What follows belongs to an exercise in optimizing a design on an open flow for a short achievable clock period and few clock cycles; a production flow would make more cautious choices.
No functional check of the RTL was part of any run shown here.
No activity file was given, so power comes from the tool's default toggle rates.

<file path="design/flow/design.v">
module cm0_dbgctl #(
    parameter integer P_POLL_LIMIT = 100
) (
    input  wire        clk,
    input  wire        rst,            
    input  wire        cmd_valid,
    output wire        cmd_ready,
    input  wire [31:0] cmd_word,
    input  wire [31:0] cmd_arg,
    output reg         resp_valid,
    output reg  [2:0]  resp_status,
    output reg  [31:0] resp_data,
    output reg  [7:0]  resp_err,
    output wire        bus_req,
    output wire        bus_we,
    output wire [31:0] bus_addr,
    output wire [31:0] bus_wdata,
    input  wire        bus_ack,
    input  wire [31:0] bus_rdata,
    input  wire        bus_err,
    input  wire [7:0]  bus_err_code
);
    localparam [2:0] ST_OK          = 3'd0;
    localparam [2:0] ST_TIMEOUT     = 3'd1;
    localparam [2:0] ST_TRANSPORT   = 3'd2;
    localparam [2:0] ST_UNSUPPORTED = 3'd3;
    localparam [2:0] ST_ILLEGAL     = 3'd4;
    localparam [3:0] OP_RDREG    = 4'h1;
    localparam [3:0] OP_WRREG    = 4'h2;
    localparam [3:0] OP_HALT     = 4'h3;
    localparam [3:0] OP_RUN      = 4'h4;
    localparam [3:0] OP_STEP     = 4'h5;
    localparam [3:0] OP_WAITH    = 4'h6;
    localparam [3:0] OP_BPUNITS  = 4'h7;
    localparam [3:0] OP_BPEN     = 4'h8;
    localparam [3:0] OP_SETBP    = 4'h9;
    localparam [3:0] OP_ENBP     = 4'hA;
    localparam [3:0] OP_DISBP    = 4'hB;
    localparam [3:0] OP_BASICREG = 4'hC;
    localparam [9:0] S_NONE  = 10'b0_0_0_0_0_0_0_0_0_0;
    localparam [9:0] S_WSEL  = 10'b1_1_1_0_1_0_0_0_0_0;    
    localparam [9:0] S_WDAT  = 10'b1_1_0_1_1_0_0_0_0_0;    
    localparam [9:0] S_WCTL  = 10'b1_1_0_0_1_0_0_0_0_0;    
    localparam [9:0] S_RDAT  = 10'b1_0_0_1_1_0_0_1_0_0;    
    localparam [9:0] S_P16   = 10'b1_0_0_0_1_1_0_0_0_0;    
    localparam [9:0] S_P17   = 10'b1_0_0_0_1_1_1_0_0_0;    
    localparam [9:0] S_RBP   = 10'b1_0_0_0_0_0_0_0_1_0;    
    localparam [9:0] S_P16B  = 10'b1_0_0_0_1_1_0_0_0_1;    
    localparam [9:0] S_WBP   = 10'b1_1_0_0_0_0_0_0_0_0;    
    localparam [9:0] S_WCMP  = 10'b1_1_0_1_0_0_0_0_0_0;    
    function [9:0] step;
        input [3:0] op;
        input [2:0] i;
        begin
            step = S_NONE;
            case (op)
                OP_RDREG: case (i)
                    3'd0: step = S_WSEL;
                    3'd1: step = S_P16;
                    3'd2: step = S_RDAT;
                    default: step = S_NONE;
                endcase
                OP_WRREG: case (i)
                    3'd0: step = S_WSEL;
                    3'd1: step = S_P16;
                    3'd2: step = S_WDAT;
                    3'd3: step = S_P16;
                    default: step = S_NONE;
                endcase
                OP_HALT: case (i)
                    3'd0: step = S_WCTL;
                    3'd1: step = S_WSEL;
                    3'd2: step = S_P16;
                    3'd3: step = S_RDAT;
                    default: step = S_NONE;
                endcase
                OP_RUN: case (i)
                    3'd0: step = S_WCTL;
                    default: step = S_NONE;
                endcase
                OP_STEP: case (i)
                    3'd0: step = S_WCTL;
                    3'd1: step = S_P17;
                    3'd2: step = S_WSEL;
                    3'd3: step = S_P16;
                    3'd4: step = S_RDAT;
                    default: step = S_NONE;
                endcase
                OP_WAITH: case (i)
                    3'd0: step = S_P17;
                    default: step = S_NONE;
                endcase
                OP_BPUNITS: case (i)
                    3'd0: step = S_RBP;
                    3'd1: step = S_P16B;
                    default: step = S_NONE;
                endcase
                OP_BPEN: case (i)
                    3'd0: step = S_WBP;
                    3'd1: step = S_P17;
                    default: step = S_NONE;
                endcase
                OP_SETBP: case (i)
                    3'd0: step = S_WCMP;
                    3'd1: step = S_P17;
                    default: step = S_NONE;
                endcase
                default: step = S_NONE;
            endcase
        end
    endfunction
    reg        ready_q;        
    reg        req_q;          
    reg        we_q, a2_q, a3_q, ae_q;           
    reg        poll_q, pbit_q, rd8_q, rdbp_q, bpo_q;
    reg        last_q;         
    reg [3:0]  op_q;           
    reg [2:0]  idx_q;          
    reg [6:0]  cnt_q;          
    reg        tc_q;           
    reg [31:0] wd_q;           
    reg [31:0] wd2_q;          
    reg [3:0]  bpl_q;          
    assign cmd_ready = ready_q;
    assign bus_req   = req_q;
    assign bus_we    = we_q;
    assign bus_addr  = {16'hE000, ae_q, ae_q, 1'b1, 1'b0, ae_q, ae_q, 1'b0, ae_q,
                        ae_q, ae_q, ae_q, ae_q, a3_q, a2_q, 2'b00};
    assign bus_wdata = wd_q;
    wire [3:0] c_op  = cmd_word[3:0];
    wire [4:0] c_reg = cmd_word[8:4];
    wire       c_en  = cmd_word[12];
    wire [2:0] c_sel = cmd_word[18:16];
    wire z_31_19 = (cmd_word[31:19] == 13'd0);
    wire z_18_16 = (cmd_word[18:16] == 3'd0);
    wire z_15_13 = (cmd_word[15:13] == 3'd0);
    wire z_12    = !cmd_word[12];
    wire z_11_9  = (cmd_word[11:9] == 3'd0);
    wire z_8_4   = (cmd_word[8:4] == 5'd0);
    wire z_31_13 = z_31_19 && z_18_16 && z_15_13;
    reg c_legal;
    always @(*) begin
        case (c_op)
            OP_RDREG, OP_WRREG:          c_legal = z_31_13 && z_12 && z_11_9;
            OP_BPEN:                     c_legal = z_31_13 && z_11_9 && z_8_4;
            OP_BASICREG:                 c_legal = z_31_19 && z_15_13 && z_12 && z_11_9 && z_8_4;
            OP_HALT, OP_RUN, OP_STEP, OP_WAITH, OP_BPUNITS,
            OP_SETBP, OP_ENBP, OP_DISBP: c_legal = z_31_13 && z_12 && z_11_9 && z_8_4;
            default:                     c_legal = 1'b0;
        endcase
    end
    wire c_bus   = (c_op >= OP_RDREG) && (c_op <= OP_SETBP);
    wire c_unsup = (c_op == OP_ENBP) || (c_op == OP_DISBP);
    wire c_start = c_legal && c_bus;           
    reg [31:0] c_wdata;        
    always @(*) begin
        case (c_op)
            OP_RDREG: c_wdata = {27'd0, c_reg};
            OP_WRREG: c_wdata = {15'd0, 1'b1, 11'd0, c_reg};
            OP_HALT:  c_wdata = 32'hA05F_0003;
            OP_STEP:  c_wdata = 32'hA05F_000D;
            OP_BPEN:  c_wdata = {30'd0, 1'b1, c_en};
            OP_SETBP: c_wdata = 32'hC000_0001 | (cmd_arg & 32'h1FFF_FFFC);
            default:  c_wdata = 32'hA05F_0000;
        endcase
    end
    reg [3:0] c_basic;
    always @(*) begin
        case (c_sel)
            3'd0: c_basic = 4'd0;
            3'd1: c_basic = 4'd1;
            3'd2: c_basic = 4'd2;
            3'd3: c_basic = 4'd3;
            3'd4: c_basic = 4'd9;
            3'd5: c_basic = 4'd15;
            3'd6: c_basic = 4'd14;
            default: c_basic = 4'd13;
        endcase
    end
    wire [9:0] c_first  = step(c_op, 3'd0);
    wire [9:0] c_second = step(c_op, 3'd1);
    wire bit_seen = pbit_q ? bus_rdata[17] : bus_rdata[16];
    wire good     = bus_ack && !bus_err && (!poll_q || bit_seen);    
    wire fin      = bus_ack && (bus_err || (poll_q && !bit_seen && tc_q) ||
                                ((!poll_q || bit_seen) && last_q));
    wire [2:0] n_idx  = idx_q + 3'd1;
    wire [9:0] n_step = step(op_q, n_idx);
    wire [9:0] n_next = step(op_q, idx_q + 3'd2);
    always @(posedge clk) begin
        if (rst) begin
            ready_q    <= 1'b1;
            req_q      <= 1'b0;
            resp_valid <= 1'b0;
        end else if (ready_q) begin
            if (cmd_valid) begin
                ready_q    <= !c_start;
                req_q      <= c_start;
                resp_valid <= !c_start;
            end
        end else begin
            ready_q    <= fin;
            req_q      <= !fin;
            resp_valid <= fin;
        end
    end
    always @(posedge clk) begin
        if (ready_q) begin
            {we_q, a2_q, a3_q, ae_q, poll_q, pbit_q, rd8_q, rdbp_q, bpo_q} <= c_first[8:0];
            last_q <= !c_second[9];
            op_q   <= c_op;
            idx_q  <= 3'd0;
            wd_q   <= c_wdata;
            wd2_q  <= (c_op == OP_WRREG) ? cmd_arg : 32'h0000_000F;
        end else begin
            if (good) begin
                {we_q, a2_q, a3_q, ae_q, poll_q, pbit_q, rd8_q, rdbp_q, bpo_q} <= n_step[8:0];
                last_q <= !n_next[9];
                idx_q  <= n_idx;
            end
            if (bus_ack)
                wd_q <= wd2_q;
        end
    end
    always @(posedge clk) begin
        if (ready_q || good) begin
            cnt_q <= 7'd0;
            tc_q  <= 1'b0;
        end else if (bus_ack) begin
            cnt_q <= cnt_q + 7'd1;
            tc_q  <= (cnt_q == P_POLL_LIMIT - 2);
        end
    end
    always @(posedge clk)
        if (rdbp_q)
            bpl_q <= bus_rdata[7:4];
    always @(posedge clk) begin
        if (ready_q) begin
            if (cmd_valid) begin
                resp_status <= !c_legal ? ST_ILLEGAL : (c_unsup ? ST_UNSUPPORTED : ST_OK);
                resp_data   <= {28'd0, (c_legal && c_op == OP_BASICREG) ? c_basic : 4'd0};
                resp_err    <= 8'd0;
            end
        end else begin
            resp_status <= {1'b0, bus_err, !bus_err && poll_q && !bit_seen};
            resp_err    <= bus_err ? bus_err_code : 8'd0;
            if (rd8_q && !bus_err)
                resp_data <= bus_rdata;
            else if (bpo_q && !bus_err && bit_seen)
                resp_data <= {28'd0, bpl_q};
            else
                resp_data <= 32'd0;
        end
    end
endmodule
</file>
<file path="design/flow/run.sh">
#!/bin/bash
# synth_recipe.tcl (not shown) runs the flow's synth.tcl, then flattens the netlist and writes it again
# the make line also repeats each setting of config.mk as NAME=value (left out here)
make -C /OpenROAD-flow-scripts/flow DESIGN_CONFIG=/design/flow/config.mk WORK_HOME=/design/flow/orfs CLKGATE_MAP_FILE= SYNTH_SCRIPT=/design/flow/synth_recipe.tcl finish
</file>
<file path="design/flow/config.mk">
export PLATFORM = sky130hd
export DESIGN_NAME = cm0_dbgctl
export DESIGN_NICKNAME = cm0_dbgctl
export VERILOG_FILES = /design/flow/design.v
export SDC_FILE = /design/flow/constraint.sdc
export NUM_CORES = 4
export LEC_CHECK = 0
export CAP_MARGIN = 20
export CORE_MARGIN = 2
export CORE_UTILIZATION = 40
export SLEW_MARGIN = 20
</file>
<file path="design/flow/constraint.sdc">
create_clock -name core_clock -period 5.0 [get_ports {clk}]
set_input_delay 1.0000 -clock core_clock [delete_from_list [all_inputs] [get_ports {clk}]]
set_output_delay 1.0000 -clock core_clock [all_outputs]
set_load 0.01 [all_outputs]
</file>
==> results.txt, run 1 <==
- Critical R2R Launch: ready_q
- Worst reg2reg setup slack: 2.58 ns
- CTS H-tree depth: 4
- Number of synthesis warnings: 1
- Hold Crit Depth: 2
- First-pass GRT wire length: 27400 µm
- Vias after detailed routing: 5166
- Bufs on Longest Clock Path: 2
- RSZ-0062 raised after global routing: no
- Root Driver: clkbuf_16
- Setup violators final: 0
- Worst setup margin: 2.13 ns
- Initial drt markers: 451
- Sequential fraction of the synthesis area: 58.7%
- Max-cap violations: 0
- CTS Hold Buffers Added: 0
- Critical Path Fanout Max: 21
- Non-Filler Instances: 979
- DRT Pass-1 Iters: 4
- Critical path required time: 5.13 ns
- DP Cell Count: 946
- Drt via density: 5.28
- Number of remaining DRC errors: 0
- GPL Wtd Cong: 0.880
- Layout cell share with drive strength beyond 1: 7.38%
- Post-synth EDFFs: 124
- Type of origin of the critical path: primary input
- Seq cells post-synth: 139
- Minimum clock period: 2.87 ns
- Fin. Hold Viols: 0
- Mapped Area: 6860 µm²
- TritonCTS Buffers: 17
- Hold_sp: tc_q
- Post-CTS setup buffers: 0
- Die height: 135 µm
- Die area: 18200 µm²
- Vias in the first global route: 5024
- HPWL Detailed: 12600 µm
- Total Routing Usage GR: 19.7%
- GRT overflow: 0
- Worst slew pin tran: 1.02 ns
- Starting Density: 41.2%
- Unique masters post-synth: 74
- PortBufs: 198
- Post-synthesis async set-or-reset flop share: 0%
- Worst setup EP type: register
- Post-synthesis instance total: 572
- Ports: 220
- R2R depth: 4
- Placed Area: 8850 µm²
- CTS tree: done
- Die width: 135 µm
- Pwr Density: 297 nW/µm²
- Post-synth top flop: edfxtp_1
- Reg clk slew, reported paths: 0.06 ns
- Placement-stage worst setup slack: 1.64 ns
- Sink Count: 139
- Layout area overhead: 37.5%
- WL final: 17900 µm
- Design Area, Final: 9430 µm²
- Syn Area/Cell: 12.0 µm²
- # diodes: 0
- Crit path DAT: 3.00 ns
- Setup CP Type: in -> reg
- Worst R2R End: resp_valid
- Post-CTS sizing: 0
- Final Power: 2.80 mW
- Status: timing/DRC/antenna clean
- Wirelength per Cell: 18.3 µm
- Layout Nets: 864
- Period utilization: 57.5%
- Cell Rows: 47
- Initial antenna violation count: 0
- Pin count of the biggest net entering global routing: 55
- Routed Antenna Nets: 0
- Worst hold path class: reg -> reg
- Setup Skew: 0.00859 ns
- Maximum clock frequency: 348 MHz
- Maximum vdd ir drop: 0.226 mV
- Core Area: 16600 µm²
- Worst hold endpoint: tc_q
- Pleak: 3.54 nW
- TNS Setup: 0 ns
- Worst skew pair latency: 0.42 ns
- Slew Limit Fails: 0
- Worst slew margin: 32.0%
## stage by stage
step                hold WS (ns)  util, %
floorplan                  0.450        -
global placement           0.470     53.2
detailed placement         0.468     53.2
CTS                        0.478     56.6
global route               0.521     56.7
finish                     0.482     56.7
## routing by layer
layer / up-vias / track usage [%] / wire [µm]
li1: 2455 / - / -
met1: 2472 / 25.2 / 7520
met2: 219 / 32.5 / 8650
met3: 20 / 5.74 / 1470
met4: 0 / 5.84 / 237
met5: - / 0 / 0
## flip-flops by register name, indices dropped and copies added, names as in the netlist, 3 cells and up
register and count:
idx_q 3, resp_err 8, cnt_q 7, op_q 4
resp_status 3, resp_data 32, wd_q 32, wd2_q 32
bpl_q 4
## synth_stat cells, types with 6 or more instances
cell	n	area (µm²)
a22oi_1	6	45.0
buf_4	33	248
buf_2	13	65.1
inv_1	13	48.8
dfxtp_1	15	300
and2_1	37	231
clkbuf_1	19	71.3
nor4_1	12	75.1
xnor2_1	9	78.8
nand2b_1	12	75.1
nand3_1	12	60.1
a21oi_1	10	50.1
edfxtp_1	124	3720
o2bb2ai_1	6	52.6
ha_1	9	113
a22o_1	18	158
nor2_1	30	113
and3_1	30	188
nand2_1	27	101
o21ai_0	17	85.1
nand4_1	7	43.8
## cell usage in the layout (no fill, tap or decap), drive strengths merged, types with 11 or more instances in the layout
cell type	synthesis	final
clkdlybuf4s50	0	198
and3	30	30
and2	37	37
o21ai	19	19
edfxtp	124	124
nand2b	12	12
conb	2	21
clkbuf	19	19
a22o	18	18
a21oi	11	11
nand3	12	12
dfxtp	15	15
nor4	13	13
nand2	27	27
inv	14	17
nor2	30	30
## cell families (layout without fill, tap and decap cells)
family,after synthesis,in the layout,share of synthesized area (%)
xor+xnor,14,14,1.79
compound gates,111,111,12.3
mux,9,9,1.44
simple gates,205,205,17.4
other cells,2,21,0.110
fa+ha+maj,10,10,1.79
buf+inv,82,250,6.53
flops,139,139,58.7
## critical path, stage by stage
cell and delay [ns]:
clkdlybuf4s50_1 0.86, inv_1 0.26, xnor2_1 0.20, o21ai_1 0.50, o21ai_0 0.17
## how the worst max path moves through the flow
| stage | cells past startpoint | to | from | slack (ns) |
|---|---|---|---|---|
| 2_1_floorplan | 3 | resp_valid | ready_q | 1.98 |
| 3_3_place_gp | 5 | wd_q[17] | cmd_word[1] | 1.70 |
| 3_5_place_dp | 5 | wd_q[22] | cmd_word[0] | 1.64 |
| 4_1_cts | 5 | wd_q[18] | cmd_word[0] | 2.07 |
| 5_1_grt | 5 | wd_q[29] | cmd_word[1] | 1.83 |
| 6_report | 5 | wd_q[29] | cmd_word[1] | 2.13 |
## where the power goes
| part | internal [mW] | leakage [nW] | total [mW] | switching, mW |
|---|---|---|---|---|
| clock network | 0.736 | 0.264 | 1.22 | 0.486 |
| registers | 1.29 | 1.49 | 1.31 | 0.0198 |
| logic | 0.156 | 1.78 | 0.271 | 0.114 |
## layout make-up
cell class / instances / area [µm²]
clock buffers: 19 / 433
flip-flops and latches: 139 / 4030
repair buffers: 204 / 2030
multi-input cells: 370 / 2470
well taps: 220 / 275
clock inverters: 13 / 141
fillers: 1384 / 7210
inverters: 14 / 52.6
==> run 2: changes to the inputs <==
--- a/design/flow/config.mk
+++ b/design/flow/config.mk
@@ -9,3 +9,5 @@
 export CORE_MARGIN = 2
 export CORE_UTILIZATION = 40
+export SETUP_SLACK_MARGIN = 3.5
 export SLEW_MARGIN = 20
+export TNS_END_PERCENT = 100
==> run 2 against run 1 <==
- sequential power hardly changed
- utilization is 11 points higher
- non-clock buffer count is 110 higher
- first-iteration DRC count is 0.67% higher
- cell area is 20% higher
- worst hold slack better by 0.028 ns
- clock-buffer cell count is 2 lower
- sequential share of layout area is 7.0 points lower
- routed wire length is 33% higher
- register-to-register slack better by 0.48 ns
- critical endpoint is now resp_data[2]
==> results.txt, run 2 <==
- Largest cells by area after synthesis: edfxtp_1 (54%), dfxtp_1 (4.4%), buf_4 (3.6%)
- Max-cap violations: 0 (unchanged)
- HPWL Detailed: 13200 µm (+4.8%)
- Grt met2 use: 42.9% (+10 points)
- # diodes: 0 (unchanged)
- Post-synthesis mux area share: 1.44% (unchanged)
- Sink Count: 139 (unchanged)
- Pleak: 4.80 nW (+35%)
- Worst skew pair latency: 0.42 ns (about the same)
- CTS H-tree depth: 4 (unchanged)
- First-pass GRT wire length: 34200 µm (+25%)
- Worst slew margin: 49.6% (+18 points)
- Initial drt markers: 454 (+0.67%)
- Crit path DAT: 2.39 ns (-0.61 ns)
- Commonest non-fill, non-tap cell in the layout: edfxtp_1
- Adder-cell share of the synthesized area: 1.79% (unchanged)
- Type of origin of the critical path: primary input
- Cell Rows: 47 (unchanged)
- Post-synthesis instance total: 572 (unchanged)
- Setup violators final: 0 (unchanged)
- DRT Pass-1 Iters: 5 (+1)
- Met1 Track Usage GR: 30.8% (+5.7 points)
- Vias after detailed routing: 6092 (+18%)
- Slew Limit Fails: 0 (unchanged)
- Die area: 18200 µm² (unchanged)
- Slowest CP cell: or3_4
- TNS Setup: 0 ns (unchanged)
- Multi-input logic area: 3560 µm² (+44%)
- Worst setup EP type: register
- Number of remaining DRC errors: 0 (unchanged)
- Number of synthesis warnings: 1 (unchanged)
- Layout Nets: 983 (+14%)
- GPL Wtd Cong: 0.839 (-4.7%)
- Starting Density: 41.2% (unchanged)
- Top cell type's share of synthesized area: 54.3% (unchanged)
- Pwr Density: 250 nW/µm² (-16%)
- RSZ-0062 raised after global routing: yes
- Commonest cells after routing, fill and taps aside: edfxtp_1 (124), buf_2 (103), clkdlybuf4s50_1 (70)
- Die width: 135 µm (unchanged)
- GR peak layer: met2
- Biggest regs: resp_data x32, wd2_q x32, wd_q x32
- Critical Path Fanout Max: 6 (-71%)
- Reg clk slew, reported paths: 0.06 ns (about the same)
- Critical path's top delay family: simple AND/OR/NAND/NOR gates
- Setup CP Type: in -> reg
- Initial antenna violation count: 0 (unchanged)
- Vias in the first global route: 5900 (+17%)
- Period utilization: 42.7% (-15 points)
- Core Area: 16600 µm² (unchanged)
- Crit-path max cell delay: 0.37 ns (-0.49 ns)
- Post-layout util: 68.0% (+11 points)
- TritonCTS Buffers: 17 (unchanged)
- GRT overflow: 0 (unchanged)
- Status: timing/DRC/antenna clean
- Post-synth EDFFs: 124 (unchanged)
- Maximum vdd ir drop: 0.243 mV (+7.4%)
- Total Routing Usage GR: 24.7% (+5.0 points)
- Worst hold path class: reg -> reg
- Root Driver: clkbuf_16
- Ports: 220 (unchanged)
- Register area: 4040 µm² (+0.40%)
- # fillers: 1208 (-13%)
- Die height: 135 µm (unchanged)
- Post-synth top area cell: edfxtp_1
- WL final: 23800 µm (+33%)
- Post-synth top flop: edfxtp_1
- Largest family of logic cells by synthesized area: simple AND/OR/NAND/NOR gates
- Most frequent cell after synthesis: edfxtp_1
- Worst path bufs/invs: 2 (unchanged)
- Worst slew pin tran: 0.757 ns (-0.263 ns)
- Drt via density: 5.55 (+5.1%)
- Maximum clock frequency: 468 MHz (+35%)
- Simple-gate area share of the yosys netlist: 17.4% (unchanged)
- Layout cell share with drive strength beyond 1: 49.2% (+42 points)
- Synth Area in Compound Gates: 12.3% (unchanged)
- Seq cells post-synth: 139 (unchanged)
- Layout area overhead: 65.0%
- Commonest cells in the netlist: edfxtp_1 (124), and2_1 (37), buf_4 (33)
- Fin Hold WS: 0.510 ns (+0.0278 ns)
- CTS tree: done
- PortBufs: 198 (unchanged)
- Synth Area in XOR/XNOR: 1.79% (unchanged)
- Mapped Area: 6860 µm² (unchanged)
- CP Cell Sequence: buf_12, buf_12, or2_1, or3_4, or3_4, o31ai_2
- Sequential fraction of the synthesis area: 58.7% (unchanged)
- Fin. Hold Viols: 0 (unchanged)
- Pin count of the biggest net entering global routing: 35 (-36%)
- Wirelength per Cell: 21.6 µm (+18%)
- Met3 Usage GRT: 5.71% (-0.038 points)
- Setup Skew: 0.00516 ns (-0.00343 ns)
- Bufs on Longest Clock Path: 2 (unchanged)
- Routed Antenna Nets: 0 (unchanged)
- Syn Area/Cell: 12.0 µm² (unchanged)
- Critical path required time: 5.25 ns (+0.12 ns)
- Minimum clock period: 2.14 ns (-0.738 ns)
- CTS Hold Buffers Added: 0 (unchanged)
- Post-synthesis async set-or-reset flop share: 0% (unchanged)
- Unique masters post-synth: 74 (unchanged)
## run 2: area by class of cell
class	instances	area share (%)
Clock inverter	15	0.896
Tap cell	220	2.43
Sequential cell	139	35.7
Clock buffer	17	3.76
Multi-Input combinational cell	379	31.5
Timing Repair Buffer	314	25.0
Inverter	14	0.663
## run 2: logic make-up after synthesis
family	after synthesis
XOR/XNOR	14
buffers and inverters	82
flip-flops	139
other	2
adder cells (fa/ha/maj)	10
AND/OR/NAND/NOR	205
AO/OA/AOI/OAI	111
multiplexers	9
## run 2: layer usage
metal  vias up  routed length (µm)
met1      2991                9300
li1       2719                   -
met4         0                 625
met3        60                1940
met5         -                   0
met2       322               11900
## run 2: path summary, 6_finish.rpt
kind                     from           end  slack (ns)  cells after the start
setup reg to reg      ready_q  resp_data[0]        3.06                      7
hold reg to reg          tc_q          tc_q        0.51                      2
setup / recovery  cmd_word[1]  resp_data[2]        2.86                      6
hold / removal           tc_q          tc_q        0.51                      2
## run 2: worst min-delay path: cells and delay by family, from the launching register on
family          cells  cell delay (ns)
flops               1             0.31
simple gates        1             0.09
compound gates      1             0.06
## run 2: per-stage QoR
step | instances | cell area, µm² | total power, mW | setup WS (ns)
6_report | 1098 | 11300 | 2.83 | 2.86
5_1_grt | 1098 | 11300 | 2.91 | 2.86
4_1_cts | 1077 | 10700 | 2.79 | 2.90
3_5_place_dp | 946 | 9140 | 1.62 | 1.49
3_3_place_gp | 946 | 9140 | 1.62 | 1.61
2_1_floorplan | 591 | 7450 | 1.47 | 2.76
## run 2: repair_timing
action	in CTS	in global routing
cloned	15	1
pin swaps	69	43
resized for setup	671	101
buffers inserted	84	20
endpoints found under the setup margin	309	206
## run 2: where the power goes
| group | internal [mW] | total, mW | switching [mW] | leakage [nW] |
|---|---|---|---|---|
| clock | 0.630 | 1.13 | 0.500 | 0.250 |
| sequential | 1.29 | 1.30 | 0.0121 | 1.50 |
| combinational | 0.208 | 0.398 | 0.190 | 3.05 |
| total | 2.13 | 2.83 | 0.703 | 4.80 |
==> run 3: changes to the inputs <==
--- a/design/flow/config.mk
+++ b/design/flow/config.mk
@@ -6,4 +6,5 @@
 export NUM_CORES = 4
 export LEC_CHECK = 0
+export ABC_CLOCK_PERIOD_IN_PS = 1500
 export CAP_MARGIN = 20
 export CORE_MARGIN = 2
==> run 3 against run 2 <==
- still clean on timing, DRC and antenna
- clock skew is the same
- cell area is the same
- register-to-register slack is essentially flat
- sequential share of layout area is the same
- power is the same
- routed wire length is the same
- utilization is the same
- sequential power is essentially flat
- die area is the same
- flip-flop and latch count is the same
- critical path depth is the same
- critical path type unchanged
- critical endpoint unchanged
- largest power group unchanged
==> results.txt, run 3 <==
- Status: timing/DRC/antenna clean
- Hold_sp: tc_q
- Worst slew pin tran: 0.757 ns (unchanged)
- Sequential power share: 46.0% (about the same)
- Unique masters post-synth: 74 (unchanged)
- Switching share of power: 24.9% (unchanged)
- Placed Area: 9140 µm² (unchanged)
- Sequential fraction of the synthesis area: 58.7% (unchanged)
- TNS Setup: 0 ns (unchanged)
- Post-synth top flop: edfxtp_1
- Fin. Hold Viols: 0 (unchanged)
- Starting Density: 41.2% (unchanged)
- Bufs on Longest Clock Path: 2 (unchanged)
- Worst skew pair latency: 0.42 ns (about the same)
- Wirelength per Cell: 21.6 µm (unchanged)
- Seq cells post-synth: 139 (unchanged)
- Vias in the first global route: 5900 (unchanged)
- Post-synthesis async set-or-reset flop share: 0% (unchanged)
- Core Area: 16600 µm² (unchanged)
- Placement-stage worst setup slack: 1.49 ns (unchanged)
- Worst path bufs/invs: 2 (unchanged)
- Initial drt markers: 454 (unchanged)
- DRT Pass-1 Iters: 5 (unchanged)
- Setup CP Type: in -> reg
- Die width: 135 µm (unchanged)
- PortBufs: 198 (unchanged)
- Setup violators final: 0 (unchanged)
- Slowest CP cell: or3_4
- Cell Rows: 47 (unchanged)
- Initial antenna violation count: 0 (unchanged)
- Critical path required time: 5.25 ns (about the same)
- Routed Antenna Nets: 0 (unchanged)
- Syn Area/Cell: 12.0 µm² (unchanged)
- Power Internal: 2.13 mW (unchanged)
- Post-synthesis instance total: 572 (unchanged)
- Final Power: 2.83 mW (unchanged)
- Type of origin of the critical path: primary input
- CP Launch Point: cmd_word[1]
- CTS tree: done
- Worst slew margin: 49.6% (unchanged)
- Layout area overhead: 65.0% (unchanged)
- Max-cap violations: 0 (unchanged)
- Setup Skew: 0.00516 ns (unchanged)
- Worst setup margin: 2.86 ns (unchanged)
- Ports: 220 (unchanged)
- Worst setup EP type: register
- Reg clk slew, reported paths: 0.06 ns (about the same)
- Root Driver: clkbuf_16
- Critical path's top delay family: simple AND/OR/NAND/NOR gates
- Worst hold path class: reg -> reg
- GRT overflow: 0 (unchanged)
- TritonCTS Buffers: 17 (unchanged)
- Pwr Density: 250 nW/µm² (unchanged)
- # fillers: 1208 (unchanged)
- Critical R2R Launch: ready_q
- Most frequent cell after synthesis: edfxtp_1
- Number of synthesis warnings: 1 (unchanged)
- Switching power: 0.703 mW (unchanged)
- Non-Filler Instances: 1098 (unchanged)
- Vias after detailed routing: 6092 (unchanged)
- Drt via density: 5.55 (unchanged)
- Design Area, Final: 11300 µm² (unchanged)
- Die area: 18200 µm² (unchanged)
- Sink Count: 139 (unchanged)
- Biggest regs: resp_data x32, wd2_q x32, wd_q x32
- # diodes: 0 (unchanged)
- Commonest cells in the netlist: edfxtp_1 (124), and2_1 (37), buf_4 (33)
- CTS Hold Buffers Added: 0 (unchanged)
- GPL Wtd Cong: 0.839 (unchanged)
- Top cell type's share of synthesized area: 54.3% (unchanged)
- RSZ-0062 raised after global routing: yes
- Clock share of power: 40.0% (about the same)
- Post-synth top area cell: edfxtp_1
- CTS H-tree depth: 4 (unchanged)
- Maximum clock frequency: 468 MHz (unchanged)
- Layout Nets: 983 (unchanged)
- Largest cells by area after synthesis: edfxtp_1 (54%), dfxtp_1 (4.4%), buf_4 (3.6%)
- DP Cell Count: 946 (unchanged)
- Period utilization: 42.7% (unchanged)
- Pin count of the biggest net entering global routing: 35 (unchanged)
- Gate power share: 14.1% (about the same)
- WL final: 23800 µm (unchanged)
- Pleak: 4.80 nW (unchanged)
- Crit path DAT: 2.39 ns (about the same)
- Critical Path Fanout Max: 6 (unchanged)
- HPWL Detailed: 13200 µm (unchanged)
- Layout cell share with drive strength beyond 1: 49.2% (unchanged)
- Maximum vdd ir drop: 0.243 mV (unchanged)
- Total Routing Usage GR: 24.7% (unchanged)
- Commonest non-fill, non-tap cell in the layout: edfxtp_1
- Mapped Area: 6860 µm² (unchanged)
- Slew Limit Fails: 0 (unchanged)
- Post-synth EDFFs: 124 (unchanged)
- Commonest cells after routing, fill and taps aside: edfxtp_1 (124), buf_2 (103), clkdlybuf4s50_1 (70)
- First-pass GRT wire length: 34200 µm (unchanged)
- Number of remaining DRC errors: 0 (unchanged)
- CP Cell Sequence: buf_12, buf_12, or2_1, or3_4, or3_4, o31ai_2
- Die height: 135 µm (unchanged)
- Crit-path max cell delay: 0.37 ns (about the same)
- Minimum clock period: 2.14 ns (unchanged)
## run 3: layout make-up
cell class	instances	area, µm²	area share (%)
Clock buffer	17	425	3.76
Clock inverter	15	101	0.896
Inverter	14	75.1	0.663
Multi-Input combinational cell	379	3560	31.5
Sequential cell	139	4040	35.7
Tap cell	220	275	2.43
Timing Repair Buffer	314	2830	25.0
## run 3: final timing paths
| path | endpoint | slack (ns) | depth (start not counted) |
|---|---|---|---|
| setup / recovery | resp_data[2] | 2.86 | 6 |
| hold / removal | tc_q | 0.51 | 2 |
| setup reg to reg | resp_data[0] | 3.06 | 7 |
| hold reg to reg | tc_q | 0.51 | 2 |
## run 3: worst reg2reg max path, cell delays in order (launching register included)
cell and delay, ns:
dfxtp_4 0.38, buf_6 0.18, buf_16 0.20, nor2_4 0.05, buf_4 0.18, and2_1 0.23
a22oi_1 0.33, o41ai_4 0.13
## run 3: stage by stage
stage          hold slack, ns  utilization (%)
2_1_floorplan           0.463                -
3_3_place_gp            0.477             54.9
3_5_place_dp            0.488             54.9
4_1_cts                 0.500             64.3
5_1_grt                 0.528             68.0
6_report                0.510             68.0
## run 3: cell families (layout without fill, tap and decap cells)
kind of cell / after synthesis / count (layout) / share of synthesized area [%]
other: 2 / 21 / 0.110
muxes: 9 / 9 / 1.44
buffers and inverters: 82 / 360 / 6.53
adders and majority gates: 10 / 10 / 1.79
DFF: 139 / 139 / 58.7
and+or+nand+nor: 205 / 214 / 17.4
AOI/OAI and AO/OA: 111 / 111 / 12.3
xor gates and xnor gates: 14 / 14 / 1.79
## run 3: power groups by stage
stage          Combinational, mW  Clock, mW  Sequential (mW)
6_report                   0.398       1.13             1.30
5_1_grt                    0.418       1.19             1.30
4_1_cts                    0.351       1.14             1.30
3_5_place_dp               0.287          0             1.33
3_3_place_gp               0.286          0             1.33
2_1_floorplan              0.139          0             1.34
## run 3: metal layers
metal	global-route usage, %	vias up	wire length [µm]
met1	30.8	2991	9300
met5	0	-	0
met4	7.12	0	625
met3	5.71	60	1940
met2	42.9	322	11900
li1	-	2719	-
## run 3: what timing repair did
action                                  CTS  global route
resized for setup                       671           101
pin swaps                                69            43
hold endpoints to repair                  0             0
buffers inserted                         84            20
endpoints found under the setup margin  309           206
cloned                                   15             1
==> run 4: changes to the inputs <==
--- a/design/flow/design.v
+++ b/design/flow/design.v
@@ -185,6 +185,9 @@
                                 ((!poll_q || bit_seen) && last_q));
     wire [2:0] n_idx  = idx_q + 3'd1;
-    wire [9:0] n_step = step(op_q, n_idx);
+    wire [9:0] h_step = step(op_q, idx_q);           
+    wire [9:0] n_step = step(op_q, n_idx);           
     wire [9:0] n_next = step(op_q, idx_q + 3'd2);
+    wire [9:0] d_step = ready_q ? c_first  : (good ? n_step : h_step);
+    wire       d_last = ready_q ? !c_second[9] : (good ? !n_next[9] : last_q);
     always @(posedge clk) begin
         if (rst) begin
@@ -205,20 +208,23 @@
     end
     always @(posedge clk) begin
+        {we_q, a2_q, a3_q, ae_q, poll_q, pbit_q, rd8_q, rdbp_q, bpo_q} <= d_step[8:0];
+        last_q <= d_last;
+    end
+    always @(posedge clk) begin
         if (ready_q) begin
-            {we_q, a2_q, a3_q, ae_q, poll_q, pbit_q, rd8_q, rdbp_q, bpo_q} <= c_first[8:0];
-            last_q <= !c_second[9];
             op_q   <= c_op;
             idx_q  <= 3'd0;
-            wd_q   <= c_wdata;
             wd2_q  <= (c_op == OP_WRREG) ? cmd_arg : 32'h0000_000F;
-        end else begin
-            if (good) begin
-                {we_q, a2_q, a3_q, ae_q, poll_q, pbit_q, rd8_q, rdbp_q, bpo_q} <= n_step[8:0];
-                last_q <= !n_next[9];
-                idx_q  <= n_idx;
-            end
-            if (bus_ack)
-                wd_q <= wd2_q;
-        end
+        end else if (good) begin
+            idx_q  <= n_idx;
+        end
+    end
+    always @(posedge clk) begin
+        if (rst)
+            wd_q <= 32'd0;
+        else if (ready_q)
+            wd_q <= c_wdata;
+        else if (bus_ack)
+            wd_q <= wd2_q;
     end
     always @(posedge clk) begin
@@ -235,5 +241,9 @@
             bpl_q <= bus_rdata[7:4];
     always @(posedge clk) begin
-        if (ready_q) begin
+        if (rst) begin
+            resp_status <= ST_OK;
+            resp_data   <= 32'd0;
+            resp_err    <= 8'd0;
+        end else if (ready_q) begin
             if (cmd_valid) begin
                 resp_status <= !c_legal ? ST_ILLEGAL : (c_unsup ? ST_UNSUPPORTED : ST_OK);
--- a/design/flow/config.mk
+++ b/design/flow/config.mk
@@ -6,8 +6,9 @@
 export NUM_CORES = 4
 export LEC_CHECK = 0
-export ABC_CLOCK_PERIOD_IN_PS = 1500
 export CAP_MARGIN = 20
 export CORE_MARGIN = 2
 export CORE_UTILIZATION = 40
+export CTS_CLUSTER_DIAMETER = 150
+export CTS_CLUSTER_SIZE = 40
 export SETUP_SLACK_MARGIN = 3.5
 export SLEW_MARGIN = 20
==> run 4 against run 3 <==
- non-clock buffer count rose by 45
- critical endpoint is now ready_q
- setup slack worse by 0.51 ns
- largest cell class is now multi-input gates
- die area decreased by 0.35%
- register-to-register slack better by 0.02 ns
- routed wire length increased by 17%
- clock skew rose by 0.0036 ns
- utilization grew 6.2 points
- critical path depth up 1
- clock power up 21%
==> results.txt, run 4 <==
- GRT overflow: 0 (unchanged)
- Non-Filler Instances: 1320 (+20%)
- Register area: 3310 µm² (-18%)
- Critical Path Fanout Max: 2 (-4)
- Status: timing/DRC/antenna clean
- Layout Nets: 1205 (+23%)
- Crit path DAT: 2.95 ns (+0.56 ns)
- Period utilization: 52.9% (+10 points)
- Wirelength per Cell: 21.1 µm (-2.4%)
- Worst hold path class: reg -> reg
- DP Cell Count: 1133 (+20%)
- Drt via density: 5.58 (+0.54%)
- Sequential fraction of the synthesis area: 46.7% (-12 points)
- RSZ-0062 raised after global routing: yes
- Fin. Hold Viols: 0 (unchanged)
- WL final: 27900 µm (+17%)
- Setup violators final: 0 (unchanged)
- Minimum clock period: 2.65 ns (+0.512 ns)
- PortBufs: 198 (unchanged)
- CTS tree: done
- Vias after detailed routing: 7363 (+21%)
- Post-synthesis instance total: 779 (+36%)
- Maximum vdd ir drop: 0.226 mV (-6.8%)
- First-pass GRT wire length: 39900 µm (+17%)
- Final Power: 3.01 mW (+6.4%)
- Largest cells by area after synthesis: dfxtp_1 (29%), edfxtp_1 (18%), nor2_1 (5.5%)
- Number of remaining DRC errors: 0 (unchanged)
- Multi-input logic area: 4110 µm² (+15%)
- Maximum clock frequency: 378 MHz (-19%)
- Biggest regs: resp_data x32, wd2_q x32, wd_q x32
- Unique masters post-synth: 63 (-15%)
- Routed Antenna Nets: 0 (unchanged)
- Worst slew pin tran: 0.558 ns (-0.199 ns)
- Layout area overhead: 80.7%
- Layout cell share with drive strength beyond 1: 50.9% (+1.7 points)
- Top cell type's share of synthesized area: 28.7% (-26 points)
- Core Area: 16600 µm² (unchanged)
- Ports: 220 (unchanged)
- Setup CP Type: in -> reg
- Pin count of the biggest net entering global routing: 46 (+31%)
- Die width: 135 µm (-0.17%)
- Worst skew pair latency: 0.42 ns (about the same)
- Post-synth EDFFs: 41 (-67%)
- Starting Density: 41.1% (-0.15 points)
- Post-synthesis async set-or-reset flop share: 0% (unchanged)
- Most frequent cell after synthesis: nor2_1
- Root Driver: clkbuf_16
- DRT Pass-1 Iters: 7 (+2)
- # fillers: 1149 (-4.9%)
- HPWL Detailed: 15100 µm (+14%)
- Die height: 135 µm (-0.17%)
- Post-synth top area cell: dfxtp_1
- Total Routing Usage GR: 28.5% (+3.8 points)
- TritonCTS Buffers: 17 (unchanged)
- Seq cells post-synth: 139 (unchanged)
- GPL Wtd Cong: 0.844 (+0.58%)
- Post-synth top flop: dfxtp_1
- Pwr Density: 244 nW/µm² (-2.5%)
- Worst setup EP type: register
- Commonest cells after routing, fill and taps aside: buf_6 (130), buf_4 (94), nor2_1 (92)
- Bufs on Longest Clock Path: 2 (unchanged)
- Mapped Area: 6830 µm² (-0.36%)
- Vias in the first global route: 7237 (+23%)
- Sink Count: 139 (unchanged)
- Number of synthesis warnings: 1 (unchanged)
- Slew Limit Fails: 0 (unchanged)
- Syn Area/Cell: 8.77 µm² (-27%)
- Pleak: 4.98 nW (+3.7%)
- Reg clk slew, reported paths: 0.06 ns (about the same)
- Commonest non-fill, non-tap cell in the layout: buf_6
- Initial antenna violation count: 0 (unchanged)
- CTS H-tree depth: 4 (unchanged)
- Setup Skew: 0.00881 ns (+0.00365 ns)
- CTS Hold Buffers Added: 0 (unchanged)
- Die area: 18100 µm² (-0.35%)
- Critical path required time: 5.30 ns (+0.05 ns)
- Initial drt markers: 588 (+30%)
- Type of origin of the critical path: primary input
- # diodes: 0 (unchanged)
- Worst slew margin: 62.3% (+13 points)
- Max-cap violations: 0 (unchanged)
- Commonest cells in the netlist: nor2_1 (100), dfxtp_1 (98), a21oi_1 (69)
- TNS Setup: 0 ns (unchanged)
- Cell Rows: 47 (unchanged)
-- run 4: through the flow --
| stage | setup WS, ns | utilization (%) | hold slack [ns] | area [µm²] |
|---|---|---|---|---|
| after floorplan | 2.20 | - | 0.461 | 7470 |
| after global placement | 1.62 | 54.1 | 0.471 | 9010 |
| after detailed placement | 1.59 | 54.1 | 0.479 | 9010 |
| after CTS | 2.44 | 68.7 | 0.495 | 11400 |
| after global routing | 2.30 | 74.2 | 0.518 | 12300 |
| final | 2.35 | 74.2 | 0.496 | 12300 |
-- run 4: where the power goes --
part           leakage, nW  internal, mW  switching, mW
Combinational         3.37         0.242          0.200
Sequential            1.30          1.18         0.0156
Clock                0.302         0.854          0.521
-- run 4: worst paths after layout --
kind	startpoint	endpoint	slack (ns)	cells after the start
min	resp_data[9]	resp_data[9]	0.50	2
min reg2reg	resp_data[9]	resp_data[9]	0.50	2
max reg2reg	idx_q[1]	ae_q	3.08	8
max	cmd_word[4]	ready_q	2.35	7
-- run 4: timing repair --
item | 4_1_cts | 5_1_grt
gates resized for setup | 747 | 112
pin swaps | 67 | 42
setup endpoints to repair | 251 | 223
endpoints found under the hold margin | 0 | 0
buffers inserted | 95 | 42
cloned | 11 | 7
-- run 4: worst max-delay path, cell delays in order --
cell       delay (ns)
buf_6            0.09
or4_4            0.57
or3b_4           0.41
a21oi_4          0.17
o2111ai_2        0.16
o21a_1           0.24
or3_1            0.31
-- run 4: area by class of cell --
cell class	instances	area share [%]
timing repair inverter	1	0.0608
sequential	139	26.8
multi-input combinational	539	33.3
timing repair buffer	359	31.4
clock buffer	19	3.59
clock inverter	13	1.54
inverter	30	1.05
tap	220	2.23
-- run 4: logic make-up (layout without fill, tap and decap cells) --
| logic type | Yosys count | in the layout | synth area share, % |
|---|---|---|---|
| simple gates | 282 | 285 | 20.6 |
| mux | 5 | 5 | 0.751 |
| fa+ha+maj | 9 | 9 | 1.65 |
| xor+xnor | 12 | 12 | 1.54 |
| other cells | 2 | 21 | 0.110 |
| buf+inv | 123 | 422 | 8.62 |
| flops | 139 | 139 | 46.7 |
| compound gates | 207 | 207 | 20.0 |
-- run 4: routing by layer --
metal | global-route usage, % | share of wire (%) | vias to the layer above
li1 | - | - | 3354
met1 | 35.3 | 39 | 3554
met2 | 47.5 | 50 | 380
met3 | 8.30 | 8.2 | 75
met4 | 10.2 | 3.0 | 0
met5 | 0 | 0 | -
==> run 5: changes to the inputs <==
--- a/design/flow/config.mk
+++ b/design/flow/config.mk
@@ -9,6 +9,4 @@
 export CORE_MARGIN = 2
 export CORE_UTILIZATION = 40
-export CTS_CLUSTER_DIAMETER = 150
-export CTS_CLUSTER_SIZE = 40
 export SETUP_SLACK_MARGIN = 3.5
 export SLEW_MARGIN = 20
==> run 5 against run 4 <==
- register-to-register slack about the same
- clock power about the same
- flip-flop and latch count unchanged
- utilization unchanged
- combinational power about the same
- synthesized area unchanged
- sequential power about the same
- setup slack unchanged
- power unchanged
- non-clock buffer count unchanged
- fmax unchanged
- clock skew unchanged
- critical path type unchanged
- largest cell class unchanged
==> results.txt, run 5 <==
- Post-layout util: 74.2% (unchanged)
- Period utilization: 52.9% (unchanged)
- Status: timing/DRC/antenna clean
- Top cell type's share of synthesized area: 28.7% (unchanged)
- Setup violators final: 0 (unchanged)
- Post-synth top area cell: dfxtp_1
- WL final: 27900 µm (unchanged)
- Worst path bufs/invs: 1 (unchanged)
- Commonest cells after routing, fill and taps aside: buf_6 (130), buf_4 (94), nor2_1 (92)
- Total Routing Usage GR: 28.5% (unchanged)
- Worst slew margin: 62.3% (unchanged)
- Fin Hold WS: 0.496 ns (unchanged)
- Worst slew pin tran: 0.558 ns (unchanged)
- Power Internal: 2.27 mW (unchanged)
- Commonest non-fill, non-tap cell in the layout: buf_6
- CTS H-tree depth: 4 (unchanged)
- Minimum clock period: 2.65 ns (unchanged)
- Multi-input logic area: 4110 µm² (unchanged)
- Cell Rows: 47 (unchanged)
- Drt via density: 5.58 (unchanged)
- Critical path depth in cells: 7 (unchanged)
- Wirelength per Cell: 21.1 µm (unchanged)
- Commonest cells in the netlist: nor2_1 (100), dfxtp_1 (98), a21oi_1 (69)
- Ports: 220 (unchanged)
- Max-cap violations: 0 (unchanged)
- Setup CP Type: in -> reg
- Worst skew pair latency: 0.42 ns (about the same)
- Syn Area/Cell: 8.77 µm² (unchanged)
- Sequential fraction of the synthesis area: 46.7% (unchanged)
- Post-synth EDFFs: 41 (unchanged)
- Maximum vdd ir drop: 0.226 mV (unchanged)
- Die height: 135 µm (unchanged)
- Setup Skew: 0.00881 ns (unchanged)
- HPWL Detailed: 15100 µm (unchanged)
- Worst R2R End: ae_q
- CP Cell Sequence: buf_6, or4_4, or3b_4, a21oi_4, o2111ai_2, o21a_1, or3_1
- Switching share of power: 24.5% (unchanged)
- Pwr Density: 244 nW/µm² (unchanged)
- Sink Count: 139 (unchanged)
- Gate power share: 14.7% (about the same)
- Vias after detailed routing: 7363 (unchanged)
- Most frequent cell after synthesis: nor2_1
- DRT Pass-1 Iters: 7 (unchanged)
- Critical Path Fanout Max: 2 (unchanged)
- Worst hold path class: reg -> reg
- Sequential power share: 39.6% (about the same)
- Die width: 135 µm (unchanged)
- Worst setup EP type: register
- Bufs on Longest Clock Path: 2 (unchanged)
- Seq cells post-synth: 139 (unchanged)
- First-pass GRT wire length: 39900 µm (unchanged)
- Die area: 18100 µm² (unchanged)
- Mapped Area: 6830 µm² (unchanged)
- Critical R2R Launch: idx_q[1]
- Switching power: 0.737 mW (unchanged)
- Starting Density: 41.1% (unchanged)
- Biggest regs: resp_data x32, wd2_q x32, wd_q x32
- TNS Setup: 0 ns (unchanged)
- Hold_sp: resp_data[9]
- R2R depth: 8 (unchanged)
- Initial antenna violation count: 0 (unchanged)
- Initial drt markers: 588 (unchanged)
- End point of the critical path: ready_q
- Reg clk slew, reported paths: 0.06 ns (about the same)
- CP Launch Point: cmd_word[4]
- Maximum clock frequency: 378 MHz (unchanged)
- Slew Limit Fails: 0 (unchanged)
- Critical path required time: 5.30 ns (about the same)
- Root Driver: clkbuf_16
- Slowest CP cell: or4_4
- CTS tree: done
- Core Area: 16600 µm² (unchanged)
- PortBufs: 198 (unchanged)
- Layout area overhead: 80.7% (unchanged)
- Critical path's top delay family: simple AND/OR/NAND/NOR gates
- CTS Hold Buffers Added: 0 (unchanged)
- Worst reg2reg setup slack: 3.08 ns (about the same)
- Layout Nets: 1205 (unchanged)
- Post-synthesis async set-or-reset flop share: 0% (unchanged)
- Fin. Hold Viols: 0 (unchanged)
- Type of origin of the critical path: primary input
- Pin count of the biggest net entering global routing: 46 (unchanged)
- Post-synth top flop: dfxtp_1
- Routed Antenna Nets: 0 (unchanged)
- Pleak: 4.98 nW (unchanged)
- TritonCTS Buffers: 17 (unchanged)
- Unique masters post-synth: 63 (unchanged)
- Number of remaining DRC errors: 0 (unchanged)
- Crit path DAT: 2.95 ns (about the same)
- RSZ-0062 raised after global routing: yes
- Layout cell share with drive strength beyond 1: 50.9% (unchanged)
- # fillers: 1149 (unchanged)
- GPL Wtd Cong: 0.844 (unchanged)
- Number of synthesis warnings: 1 (unchanged)
- # diodes: 0 (unchanged)
- GRT overflow: 0 (unchanged)
- Largest cells by area after synthesis: dfxtp_1 (29%), edfxtp_1 (18%), nor2_1 (5.5%)
- Vias in the first global route: 7237 (unchanged)
- Crit-path max cell delay: 0.57 ns (about the same)
- Register area: 3310 µm² (unchanged)
- Clock share of power: 45.7% (about the same)
- Post-synthesis instance total: 779 (unchanged)
[run 5: layout make-up]
type / instances / area share, %
clock buffers: 19 / 3.59
clock inverters: 13 / 1.54
multi-input cells: 539 / 33.3
repair inverters: 1 / 0.0608
repair buffers: 359 / 31.4
flip-flops and latches: 139 / 26.8
well taps: 220 / 2.23
inverters: 30 / 1.05
[run 5: worst min-delay path by stage]
stage / end / slack, ns / depth (start not counted)
after floorplan: tc_q / 0.46 / 2
after global placement: resp_valid / 0.47 / 2
after detailed placement: wd_q[13] / 0.48 / 2
after CTS: wd_q[0] / 0.50 / 2
after global routing: wd_q[13] / 0.52 / 2
final: resp_data[9] / 0.50 / 2
[run 5: layer usage]
| layer | part of all wire, % | vias to the layer above | GRT usage (%) |
|---|---|---|---|
| met4 | 3.0 | 0 | 10.2 |
| met1 | 39 | 3554 | 35.3 |
| met5 | 0 | - | 0 |
| met2 | 50 | 380 | 47.5 |
| met3 | 8.2 | 75 | 8.30 |
| li1 | - | 3354 | - |
[run 5: power groups by stage]
stage               registers, mW  clock network, mW  logic [mW]
floorplan                    1.21                  0       0.163
global placement             1.22                  0       0.280
detailed placement           1.22                  0       0.283
CTS                          1.19               1.39       0.385
global route                 1.19               1.44       0.463
finish                       1.19               1.37       0.442
[run 5: cell families after synthesis]
| group | share of synthesized area (%) |
|---|---|
| compound gates | 20.0 |
| simple gates | 20.6 |
| buf+inv | 8.62 |
| other cells | 0.110 |
| xor+xnor | 1.54 |
| fa+ha+maj | 1.65 |
| flops | 46.7 |
| mux | 0.751 |
[run 5: per-stage QoR]
step | cells | cell area (µm²) | worst slack [ns] | total power, mW
after floorplan | 798 | 7470 | 2.20 | 1.38
after global placement | 1133 | 9010 | 1.62 | 1.50
after detailed placement | 1133 | 9010 | 1.59 | 1.50
after CTS | 1271 | 11400 | 2.44 | 2.96
after global routing | 1320 | 12300 | 2.30 | 3.09
final | 1320 | 12300 | 2.35 | 3.01
[run 5: timing repair]
item / CTS / global route
buffers inserted: 95 / 42
gates cloned: 11 / 7
pin swaps: 67 / 42
resized for setup: 747 / 112
endpoints found under the setup margin: 251 / 223
[run 5: worst register-to-register path: stages, from the launching register on]
cell and delay [ns]:
dfxtp_4 0.40, inv_4 0.06, ha_4 0.18, or3_4 0.37
mux2_4 0.27, o21ai_2 0.11, o31ai_1 0.08, o31ai_1 0.26
o21ai_1 0.08
==> run 6: changes to the inputs <==
--- a/design/flow/config.mk
+++ b/design/flow/config.mk
@@ -9,5 +9,5 @@
 export CORE_MARGIN = 2
 export CORE_UTILIZATION = 40
-export SETUP_SLACK_MARGIN = 3.5
+export GPL_TIMING_DRIVEN = 1
+export SETUP_SLACK_MARGIN = 2.8
 export SLEW_MARGIN = 20
-export TNS_END_PERCENT = 100
==> run 6 against run 5 <==
- die area is the same
- utilization shrank 15 points
- clock-buffer cell count is 2 lower
- critical path type unchanged
- critical path depth did not move
- first-iteration DRC count down 15%
- non-clock buffer count shrank 119
- power decreased by 5.6%
- synthesized cell count stayed put
- largest power group unchanged
- via count decreased by 12%
==> results.txt, run 6 <==
- Minimum clock period: 2.58 ns (-0.0626 ns)
- Slew Limit Fails: 0 (unchanged)
- Worst skew pair latency: 0.42 ns (about the same)
- Power Internal: 2.13 mW (-6.2%)
- Type of origin of the critical path: primary input
- Sequential power share: 41.7% (+2.1 points)
- Register area: 3210 µm² (-3.1%)
- Worst slew margin: 34.3% (-28 points)
- CTS tree: done
- Root Driver: clkbuf_16
- Initial antenna violation count: 0 (unchanged)
- Most frequent cell after synthesis: nor2_1
- Setup CP Type: in -> reg
- Status: timing/DRC/antenna clean
- Maximum vdd ir drop: 0.212 mV (-6.2%)
- Commonest cells in the netlist: nor2_1 (100), dfxtp_1 (98), a21oi_1 (69)
- Hold_sp: resp_valid
- Largest cells by area after synthesis: dfxtp_1 (29%), edfxtp_1 (18%), nor2_1 (5.5%)
- Setup Skew: 0.00804 ns (-0.000771 ns)
- Commonest cells after routing, fill and taps aside: nor2_1 (97), dfxtp_1 (93), dlygate4sd2_1 (92)
- Syn Area/Cell: 8.77 µm² (unchanged)
- CTS Hold Buffers Added: 0 (unchanged)
- Bufs on Longest Clock Path: 2 (unchanged)
- Multi-input logic area: 3400 µm² (-17%)
- # diodes: 0 (unchanged)
- PortBufs: 198 (unchanged)
- Slowest CP cell: or4_4
- Die width: 135 µm (unchanged)
- GPL Wtd Cong: 0.899 (+6.5%)
- Pin count of the biggest net entering global routing: 55 (+20%)
- Switching power: 0.709 mW (-3.8%)
- Critical R2R Launch: op_q[1]
- Final Power: 2.84 mW (-5.6%)
- Layout Nets: 1083 (-10%)
- DRT Pass-1 Iters: 5 (-2)
- Sequential fraction of the synthesis area: 46.7% (unchanged)
- Worst R2R End: we_q
- Die area: 18100 µm² (unchanged)
- HPWL Detailed: 14700 µm (-2.4%)
- TNS Setup: 0 ns (unchanged)
- Vias after detailed routing: 6490 (-12%)
- Post-synth EDFFs: 41 (unchanged)
- Vias in the first global route: 6324 (-13%)
- Initial drt markers: 500 (-15%)
- Number of synthesis warnings: 1 (unchanged)
- Number of remaining DRC errors: 0 (unchanged)
- Worst reg2reg setup slack: 2.87 ns (-0.21 ns)
- First-pass GRT wire length: 35000 µm (-12%)
- Setup violators final: 0 (unchanged)
- Total Routing Usage GR: 24.7% (-3.8 points)
- Post-synthesis instance total: 779 (unchanged)
- CTS H-tree depth: 4 (unchanged)
- Worst hold path class: reg -> reg
- Biggest regs: resp_data x32, wd2_q x32, wd_q x32
- Layout cell share with drive strength beyond 1: 14.2% (-37 points)
- Period utilization: 51.7% (-1.3 points)
- Placed Area: 8810 µm² (-2.2%)
- Worst setup EP type: register
- Gate power share: 10.5% (-4.2 points)
- GRT overflow: 0 (unchanged)
- Drt via density: 5.42 (-2.9%)
- Layout area overhead: 44.8%
- Critical Path Fanout Max: 2 (unchanged)
- Reg clk slew, reported paths: 0.06 ns (about the same)
- Mapped Area: 6830 µm² (unchanged)
- Unique masters post-synth: 63 (unchanged)
- Crit-path max cell delay: 0.44 ns (-0.13 ns)
- Post-synthesis async set-or-reset flop share: 0% (unchanged)
- Pwr Density: 287 nW/µm² (+18%)
- GR peak layer: met2
- WL final: 22900 µm (-18%)
- Worst slew pin tran: 0.986 ns (+0.428 ns)
- Crit path DAT: 2.89 ns (-0.06 ns)
- Commonest non-fill, non-tap cell in the layout: nor2_1
- Top cell type's share of synthesized area: 28.7% (unchanged)
- Wirelength per Cell: 19.1 µm (-9.5%)
- Ports: 220 (unchanged)
- Cell Rows: 47 (unchanged)
- Routed Antenna Nets: 0 (unchanged)
- Hold Crit Depth: 2 (unchanged)
- Max-cap violations: 0 (unchanged)
- RSZ-0062 raised after global routing: yes
- Post-synth top area cell: dfxtp_1
- Critical path required time: 5.30 ns (about the same)
- Die height: 135 µm (unchanged)
- Pleak: 4.09 nW (-18%)
- Grt met2 use: 39.7% (-7.8 points)
- Seq cells post-synth: 139 (unchanged)
- Critical path's top delay family: simple AND/OR/NAND/NOR gates
- Worst hold endpoint: resp_valid
- Maximum clock frequency: 387 MHz (+2.4%)
- Core Area: 16600 µm² (unchanged)
- Post-synth top flop: dfxtp_1
- Switching share of power: 25.0% (+0.47 points)
- R2R depth: 5 (-3)
- Starting Density: 41.1% (unchanged)
- Met1 Track Usage GR: 32.5% (-2.8 points)
- Fin. Hold Viols: 0 (unchanged)
- # fillers: 1488 (+30%)
- Met3 Usage GRT: 7.17% (-1.1 points)
- Design Area, Final: 9890 µm² (-20%)
- Clock share of power: 47.7% (+2.0 points)
- CP Cell Sequence: clkdlybuf4s15_1, or4_4, or3b_4, a21oi_4, o2111ai_2, o21a_1, or3_1
- TritonCTS Buffers: 17 (unchanged)
- Sink Count: 139 (unchanged)
- Worst path bufs/invs: 1 (unchanged)
-- run 6: cell type report --
| type | instances | share of cell area, % |
|---|---|---|
| clock inverters | 15 | 2.06 |
| clock buffers | 17 | 4.30 |
| flip-flops and latches | 139 | 32.4 |
| repair buffers | 240 | 22.9 |
| well taps | 220 | 2.78 |
| inverters | 30 | 1.19 |
| multi-input cells | 537 | 34.3 |
-- run 6: logic make-up after synthesis --
logic type,share of synthesized area [%]
fa+ha+maj,1.65
compound gates,20.0
mux,0.751
xor+xnor,1.54
buf+inv,8.62
simple gates,20.6
other cells,0.110
flops,46.7
-- run 6: stage by stage --
| step | setup WS (ns) | std cells | util [%] | hold WS [ns] |
|---|---|---|---|---|
| final | 2.42 | 1198 | 59.5 | 0.485 |
| after detailed placement | 1.37 | 1135 | 52.9 | 0.481 |
| after CTS | 2.45 | 1187 | 57.9 | 0.492 |
| after global placement | 1.40 | 1135 | 52.9 | 0.477 |
| after global routing | 2.39 | 1198 | 59.5 | 0.506 |
| after floorplan | 2.20 | 798 | - | 0.449 |
-- run 6: power by group through the flow --
stage	clock (mW)	sequential, mW	combinational, mW
global placement	0	1.22	0.271
global route	1.43	1.19	0.320
finish	1.36	1.19	0.299
CTS	1.38	1.19	0.283
floorplan	0	1.21	0.136
detailed placement	0	1.22	0.273
-- run 6: worst max path at each step --
| stage | startpoint | to | slack, ns | depth (start not counted) |
|---|---|---|---|---|
| CTS | cmd_word[4] | ready_q | 2.45 | 7 |
| global placement | cmd_word[0] | ready_q | 1.40 | 7 |
| finish | cmd_word[7] | ready_q | 2.42 | 7 |
| detailed placement | cmd_word[0] | ready_q | 1.37 | 7 |
| floorplan | cmd_word[7] | ready_q | 2.20 | 6 |
| global route | cmd_word[6] | ready_q | 2.39 | 7 |
-- run 6: worst min-delay path, stage by stage (launching register included) --
cell and delay, ns:
dfxtp_1 0.32, nand2_1 0.06, a21oi_1 0.06
-- run 6: what timing repair did --
action / 4_1_cts / 5_1_grt
pin swaps: 13 / 24
setup endpoints to repair: 183 / 83
buffers inserted: 15 / 11
gates cloned: 5 / 0
gates resized for setup: 165 / 52
-- run 6: metal layers --
layer / vias to the layer above / share of wire, % / routed length [µm]
li1: 3098 / - / -
met1: 3087 / 43 / 9880
met5: - / 0 / 0
met4: 0 / 1.8 / 416
met2: 277 / 47 / 10700
met3: 28 / 8.2 / 1880
==> run 7: changes to the inputs <==
--- a/design/flow/config.mk
+++ b/design/flow/config.mk
@@ -9,5 +9,4 @@
 export CORE_MARGIN = 2
 export CORE_UTILIZATION = 40
-export GPL_TIMING_DRIVEN = 1
-export SETUP_SLACK_MARGIN = 2.8
+export SETUP_SLACK_MARGIN = 3.2
 export SLEW_MARGIN = 20
==> run 7 against run 6 <==
- sequential share of layout area decreased by 2.2 points
- cell area is 11% higher
- register-to-register slack gained 0.18 ns
- routed wire length rose by 6.7%
- clock-buffer cell count up 1
- via count increased by 6.9%
- sequential power hardly changed
- synthesized cell count is the same
- die area did not move
- combinational power grew 17%
- worst hold slack got worse by 0.012 ns
- largest cell class unchanged
==> results.txt, run 7 <==
- Status: timing/DRC/antenna clean
- Biggest regs: resp_data x32, wd2_q x32, wd_q x32
- Switching power: 0.721 mW (+1.8%)
- Critical path required time: 5.32 ns (+0.02 ns)
- Die height: 135 µm (unchanged)
- Maximum vdd ir drop: 0.225 mV (+6.1%)
- Setup CP Type: in -> reg
- TNS Setup: 0 ns (unchanged)
- Wirelength per Cell: 19.5 µm (+2.1%)
- Root Driver: clkbuf_16
- Post-synthesis mux area share: 0.751% (unchanged)
- Post-synth top area cell: dfxtp_1
- Worst skew pair latency: 0.44 ns (+0.02 ns)
- CP Cell Sequence: clkdlybuf4s15_2, or4_4, or3b_1, a21oi_2, o2111ai_2, o21a_1, or3_1
- Largest cells by area after synthesis: dfxtp_1 (29%), edfxtp_1 (18%), nor2_1 (5.5%)
- Largest family of logic cells by synthesized area: simple AND/OR/NAND/NOR gates
- Critical Path Fanout Max: 2 (unchanged)
- Maximum clock frequency: 390 MHz (+0.84%)
- Worst hold path class: reg -> reg
- Commonest cells after routing, fill and taps aside: buf_6 (118), nor2_1 (91), clkdlybuf4s50_1 (89)
- Layout cell share with drive strength beyond 1: 39.9% (+26 points)
- Synth Area in XOR/XNOR: 1.54% (unchanged)
- Period utilization: 51.3% (-0.43 points)
- Initial antenna violation count: 0 (unchanged)
- RSZ-0062 raised after global routing: yes
- Starting Density: 41.1% (unchanged)
- Bufs on Longest Clock Path: 2 (unchanged)
- Setup Skew: 0.0132 ns (+0.00511 ns)
- WL final: 24400 µm (+6.7%)
- Vias in the first global route: 6682 (+5.7%)
- Routed Antenna Nets: 0 (unchanged)
- Synth Area in Compound Gates: 20.0% (unchanged)
- Pleak: 4.29 nW (+4.9%)
- Clock share of power: 43.7% (-4.0 points)
- CTS H-tree depth: 4 (unchanged)
- GPL Wtd Cong: 0.872 (-3.0%)
- Minimum clock period: 2.56 ns (-0.0216 ns)
- Sequential fraction of the synthesis area: 46.7% (unchanged)
- CTS tree: done
- Pwr Density: 250 nW/µm² (-13%)
- Mapped Area: 6830 µm² (unchanged)
- Fin. Hold Viols: 0 (unchanged)
- Post-synthesis async set-or-reset flop share: 0% (unchanged)
- Sink Count: 139 (unchanged)
- Layout area overhead: 60.3%
- Slew Limit Fails: 0 (unchanged)
- Post-synthesis instance total: 779 (unchanged)
- Setup violators final: 0 (unchanged)
- Drt via density: 5.54 (+2.3%)
- Post-synth top flop: dfxtp_1
- DRT Pass-1 Iters: 5 (unchanged)
- Vias after detailed routing: 6936 (+6.9%)
- Power Internal: 2.01 mW (-5.5%)
- Simple-gate area share of the yosys netlist: 20.6% (unchanged)
- Post-layout util: 65.8% (+6.4 points)
- TritonCTS Buffers: 17 (unchanged)
- Crit-path max cell delay: 0.44 ns (about the same)
- Crit path DAT: 2.88 ns (about the same)
- Number of remaining DRC errors: 0 (unchanged)
- GRT overflow: 0 (unchanged)
- Cell Rows: 47 (unchanged)
- Post-synth EDFFs: 41 (unchanged)
- Reg clk slew, reported paths: 0.07 ns (about the same)
- Core Area: 16600 µm² (unchanged)
- First-pass GRT wire length: 36200 µm (+3.5%)
- Type of origin of the critical path: primary input
- Initial drt markers: 537 (+7.4%)
- Commonest cells in the netlist: nor2_1 (100), dfxtp_1 (98), a21oi_1 (69)
- CTS Hold Buffers Added: 0 (unchanged)
- Worst slew pin tran: 0.507 ns (-0.478 ns)
- Die width: 135 µm (unchanged)
- Syn Area/Cell: 8.77 µm² (unchanged)
- Die area: 18100 µm² (unchanged)
- Unique masters post-synth: 63 (unchanged)
- Slowest CP cell: or4_4
- Critical path's top delay family: simple AND/OR/NAND/NOR gates
- # diodes: 0 (unchanged)
- Worst slew margin: 66.0% (+32 points)
- Layout Nets: 1136 (+4.9%)
- HPWL Detailed: 14600 µm (-1.1%)
- Adder-cell share of the synthesized area: 1.65% (unchanged)
- Top cell type's share of synthesized area: 28.7% (unchanged)
- Worst path bufs/invs: 1 (unchanged)
- Ports: 220 (unchanged)
- Pin count of the biggest net entering global routing: 48 (-13%)
- # fillers: 1359 (-8.7%)
- Total Routing Usage GR: 25.7% (+0.97 points)
- PortBufs: 198 (unchanged)
- Number of synthesis warnings: 1 (unchanged)
- Max-cap violations: 0 (unchanged)
- Commonest non-fill, non-tap cell in the layout: buf_6
- Sequential power share: 43.4% (+1.7 points)
- Most frequent cell after synthesis: nor2_1
- Worst setup EP type: register
- Seq cells post-synth: 139 (unchanged)
- Gate power share: 12.9% (+2.4 points)
- Switching share of power: 26.4% (+1.4 points)
run 7: stage by stage:
stage	instance area, µm²	hold WS, ns	instances	power (mW)	setup WS, ns
CTS	10400	0.470	1224	2.72	2.45
global placement	8800	0.458	1130	1.48	1.34
detailed placement	8800	0.450	1130	1.49	1.31
floorplan	7050	0.461	798	1.36	2.20
global route	11000	0.507	1251	2.84	2.41
finish	11000	0.473	1251	2.74	2.44
run 7: layer usage:
layer	share of wire [%]	vias up	GRT usage, %
li1	-	3219	-
met1	41	3332	33.0
met2	48	340	41.3
met3	9.3	45	7.39
met4	2.1	0	9.42
met5	0	-	0
run 7: cells by family (layout without fill, tap and decap cells):
group | count (synthesis) | in the layout
DFF | 139 | 139
xor gates and xnor gates | 12 | 12
muxes | 5 | 5
and+or+nand+nor | 282 | 287
buffers and inverters | 123 | 351
other | 2 | 21
AOI/OAI and AO/OA | 207 | 207
adders and majority gates | 9 | 9
run 7: area by class of cell:
class / count / area, µm² / area share [%]
Multi-Input combinational cell: 541 / 3680 / 33.6
Sequential cell: 139 / 3310 / 30.2
Timing Repair Buffer: 288 / 3000 / 27.4
Clock buffer: 18 / 429 / 3.92
Tap cell: 220 / 275 / 2.51
Clock inverter: 14 / 130 / 1.19
Inverter: 30 / 126 / 1.15
Timing Repair inverter: 1 / 5.00 / 0.0457
run 7: worst reg2reg max path: stages, from the launching register on:
cell and delay, ns:
dfxtp_4 0.36, buf_6 0.12, ha_4 0.17, ha_4 0.34
mux2_2 0.34, o21ai_1 0.11, o31ai_1 0.09, o31ai_1 0.23
o21ai_1 0.08
run 7: worst paths after layout:
kind / to / slack, ns / cells past startpoint / from
min: resp_valid / 0.47 / 2 / resp_valid
min reg2reg: resp_valid / 0.47 / 2 / resp_valid
max: ready_q / 2.44 / 7 / cmd_word[4]
max reg2reg: ae_q / 3.05 / 8 / idx_q[0]
run 7: what timing repair did:
item,in CTS,in global routing
gates resized for setup,683,86
buffers inserted,54,24
setup endpoints to repair,223,180
pin swaps,33,50
cloned,8,3
run 7: power by group through the flow:
stage | logic (mW) | registers (mW) | clock network (mW)
2_1_floorplan | 0.143 | 1.21 | 0
3_3_place_gp | 0.266 | 1.22 | 0
3_5_place_dp | 0.269 | 1.22 | 0
4_1_cts | 0.317 | 1.19 | 1.21
5_1_grt | 0.374 | 1.19 | 1.27
6_report | 0.351 | 1.19 | 1.20

==> port drivers added, routing unchanged <==
Ports are ideal in the flow. The routed layouts listed here were re-timed in OpenROAD. Step 1: set_driving_cell puts a clkbuf_16 on clk and a buf_2 on each other input, an assumption about the parent block. Step 2 also shifts input and output timing later by t, the mid clock arrival at the registers, as if the neighbouring blocks saw the same clock. Slacks: no drivers / after step 1 / after step 2; pairs: no drivers / after step 1.
run | t, ns | setup WS [ns]
run 1 | 0.451 | 2.127 / 2.139 / 1.688
run 2 | 0.457 | 2.865 / 2.857 / 2.400
run 3 | 0.457 | 2.865 / 2.857 / 2.400
run 4 | 0.465 | 2.353 / 2.366 / 1.901
run 5 | 0.465 | 2.353 / 2.366 / 1.901
run 6 | 0.464 | 2.416 / 2.405 / 1.941
run 7 | 0.475 | 2.437 / 2.434 / 1.959
After both steps every run listed still meets setup and hold.
